Context: an optimization exercise on an open-source flow, tuned for small area, a short achievable clock period and few clock cycles per item. The choices shown serve that exercise and are no tape-out recipe.
The RTL was checked by simulation tests, not by an equivalence proof against the original design.

run E:
Design crc16_stream, start of the top module:
module crc16_stream (
    input  wire        clk,
    input  wire        rst,
    input  wire [15:0] cfg_poly,
    input  wire [15:0] cfg_init,
    input  wire [15:0] cfg_xorout,
    input  wire        cfg_refin,
    input  wire        cfg_refout,
    input  wire        in_valid,
    output wire        in_ready,
    input  wire [63:0] in_data,
    input  wire [3:0]  in_bytes,
    input  wire        in_last,
    output wire        out_valid,
    input  wire        out_ready,
    output reg  [15:0] out_crc
);
Size: roughly 130 flip-flops, roughly 12000 um2 of cells after synthesis.
export LEC_CHECK = 0
export ABC_AREA = 1
export CAP_MARGIN = 20
export CORE_MARGIN = 2
export CORE_UTILIZATION = 65
export CTS_BUF_LIST = sky130_fd_sc_hd__clkbuf_8
export SLEW_MARGIN = 20
create_clock -name core_clock -period 55.0 [get_ports {clk}]
standard.sh (not shown) runs the stock make flow with config.mk's settings and CLKGATE_MAP_FILE= SYNTH_SCRIPT=/design/flow/synth_recipe.tcl, a recipe that flattens the netlist after the stock synthesis.
==> flow/flow/run.sh <==
#!/bin/bash
# Own layout flow: the standard ORFS flow (standard.sh, with the standard
# synthesis script synth_recipe.tcl), changed in three ways:
#  - ABC maps the logic with flow/abc_area.script (an area-oriented &nf
#    mapping) in place of ORFS's abc_area.script; registers are untouched;
#  - ports are buffered with sky130_fd_sc_hd__buf_1;
#  - timing repair aims at a setup slack of SETUP_MARGIN ns at the design's
#    clock period, so that the layout's achieved period is short.
# Each step's full log is in orfs/logs/; make's own output is in flow.log.
set -euo pipefail
W=$(pwd)
SETUP_MARGIN=43
rm -rf "$W/scripts_abc"
cp -r "$FLOW_HOME/scripts" "$W/scripts_abc"
cp "$W/flow/abc_area.script" "$W/scripts_abc/abc_area.script"
export SCRIPTS_DIR="$W/scripts_abc"
bash "$W/standard.sh" finish \
    "BUFFER_PORTS_ARGS=-buffer_cell sky130_fd_sc_hd__buf_1" \
    "SETUP_SLACK_MARGIN=$SETUP_MARGIN" > "$W/flow.log" 2>&1
==> flow/flow/abc_area.script <==
strash
&get -n
&st
&dch
&nf -R 1000
&put
topo
stime -c
Run E | status: complete | timing, DRC, antenna: pass
Testbench counts of run E, summed over its fixed seeds: cycles 42,459, bytes 164,741.
For run B, these inputs were changed with respect to run E:
-- flow/flow/abc_area.script --
<<< run E, line 3
>>> run B, line 3
&st
&dch
&nf -R 1000
Results
- [compare] base=run E new=run B: clock buffer count in the final layout higher, sequential share of layout area higher, relative slew slack lower.

* * *

Another version of the RTL of crc16_stream (not shown whole).
Size: ~3400 cells after synthesis, about 130 flip-flops.
==> flow/config.mk <==
export PLATFORM = sky130hd
export DESIGN_NAME = crc16_stream
export DESIGN_NICKNAME = crc16_stream
export VERILOG_FILES = /design/flow/design.v
export SDC_FILE = /design/flow/constraint.sdc
export NUM_CORES = 4
export LEC_CHECK = 0
export ABC_AREA = 1
export CAP_MARGIN = 20
export CORE_MARGIN = 2
export CORE_UTILIZATION = 65
export CTS_BUF_LIST = sky130_fd_sc_hd__clkbuf_8
export SETUP_SLACK_MARGIN = 5
export SLEW_MARGIN = 20
==> flow/constraint.sdc <==
create_clock -name core_clock -period 55.0 [get_ports {clk}]
set_input_delay 11.0000 -clock core_clock [delete_from_list [all_inputs] [get_ports {clk}]]
set_output_delay 11.0000 -clock core_clock [all_outputs]
set_load 0.01 [all_outputs]
run.sh (not shown) runs the stock make flow with config.mk's settings and CLKGATE_MAP_FILE= SYNTH_SCRIPT=/design/flow/synth_recipe.tcl, a recipe that flattens the netlist after the stock synthesis.
Stock flow here: none of the scripts above is used.
The first run finished with timing, DRC and antenna clean.
Testbench counts at the start, summed over its fixed seeds: cycles 42,459, bytes 164,741.
Change:
==> flow/flow/run.sh (new file) <==
#!/bin/bash
# Own layout flow: the standard ORFS flow (standard.sh, with the standard
# synthesis script synth_recipe.tcl), changed in three ways:
#  - ABC maps the logic with flow/abc_area.script (an area-oriented &nf
#    mapping) in place of ORFS's abc_area.script; registers are untouched;
#  - ports are buffered with sky130_fd_sc_hd__buf_1;
#  - timing repair aims at a setup slack of SETUP_MARGIN ns at the design's
#    clock period, so that the layout's achieved period is short.
# Each step's full log is in orfs/logs/; make's own output is in flow.log.
set -euo pipefail
W=$(pwd)
SETUP_MARGIN=43
rm -rf "$W/scripts_abc"
cp -r "$FLOW_HOME/scripts" "$W/scripts_abc"
cp "$W/flow/abc_area.script" "$W/scripts_abc/abc_area.script"
export SCRIPTS_DIR="$W/scripts_abc"
bash "$W/standard.sh" finish \
    "BUFFER_PORTS_ARGS=-buffer_cell sky130_fd_sc_hd__buf_1" \
    "SETUP_SLACK_MARGIN=$SETUP_MARGIN" > "$W/flow.log" 2>&1
==> flow/flow/abc_area.script (new file) <==
strash
&get -n
&st
&dch
&nf -R 1000
&st
&dch
&nf -R 1000
&put
topo
stime -c
==> flow/standard.sh (new file) <==
#!/bin/bash
# synth_recipe.tcl (not shown) runs the flow's synth.tcl, then flattens the netlist and writes it again
# the make line also repeats each setting of config.mk as NAME=value (left out here)
make -C /OpenROAD-flow-scripts/flow DESIGN_CONFIG=/design/flow/config.mk WORK_HOME=/design/flow/orfs CLKGATE_MAP_FILE= SYNTH_SCRIPT=/design/flow/synth_recipe.tcl "${@:-finish}"
Settings changed: SETUP_SLACK_MARGIN 5 to unset.
removed: flow/run.sh
Effect: Sequential share of layout area climbs by 6.8 points; design area fell by a quarter to a third; non-clock buffer count came out higher by 58; synthesized area shrinks by a quarter to a third.
Change:
--- a/flow/flow/run.sh
+++ b/flow/flow/run.sh
@@ -10,5 +10,5 @@
 set -euo pipefail
 W=$(pwd)
-SETUP_MARGIN=43
+SETUP_MARGIN=0
 rm -rf "$W/scripts_abc"
 cp -r "$FLOW_HOME/scripts" "$W/scripts_abc"
Effect: The changed run produced a clean layout; critical path depth grows by 46; flip-flop and latch count stays the same; area after synthesis does not change; clock skew hardly moves; sequential share of layout area grows by 0.20 points; die area stays the same; routed wire length shrinks by 0.95%; via count shrinks by 0.39%.

[afterwards: timing with drivers on the ports]
The flow's constraints put no driver on any port. The routed layouts listed below were extracted and timed again, unchanged, in two steps. Step 1 sets driving cells, clkbuf_16 on the clock port and buf_2 on the other inputs (assumed; they add their load-dependent delay and slew). Step 2 adds t to the input delays and takes it off the output delays; t is the mean of the earliest and latest rising clock arrival at the registers after step 1. Input paths then give back, and output paths get back, about the clock's delay inside the block. a / b / c = ideal ports / drivers / drivers and shift; a / b = the first two.
run | shift t [ns] | slack for setup (ns) | worst hold slack (ns)
run E | 0.492 | 43.029 / 42.986 / 42.970 | 0.446 / 0.446 / 0.446
run B | 0.495 | 43.000 / 42.959 / 42.943 | 0.448 / 0.448 / 0.448
the first run of note 2 | 0.534 | 41.299 / 41.299 / 41.299 | 0.461 / 0.461 / 0.461
the second run of note 2 | 0.485 | 43.021 / 42.978 / 42.945 | 0.437 / 0.437 / 0.437
the third run of note 2 | 0.502 | 41.850 / 41.850 / 41.850 | 0.436 / 0.436 / 0.436
After both steps every run listed still meets setup and hold. For the second run of note 2, which loses most, drivers alone change the setup slack by -0.043 ns; drivers and shift together by -0.076 ns.
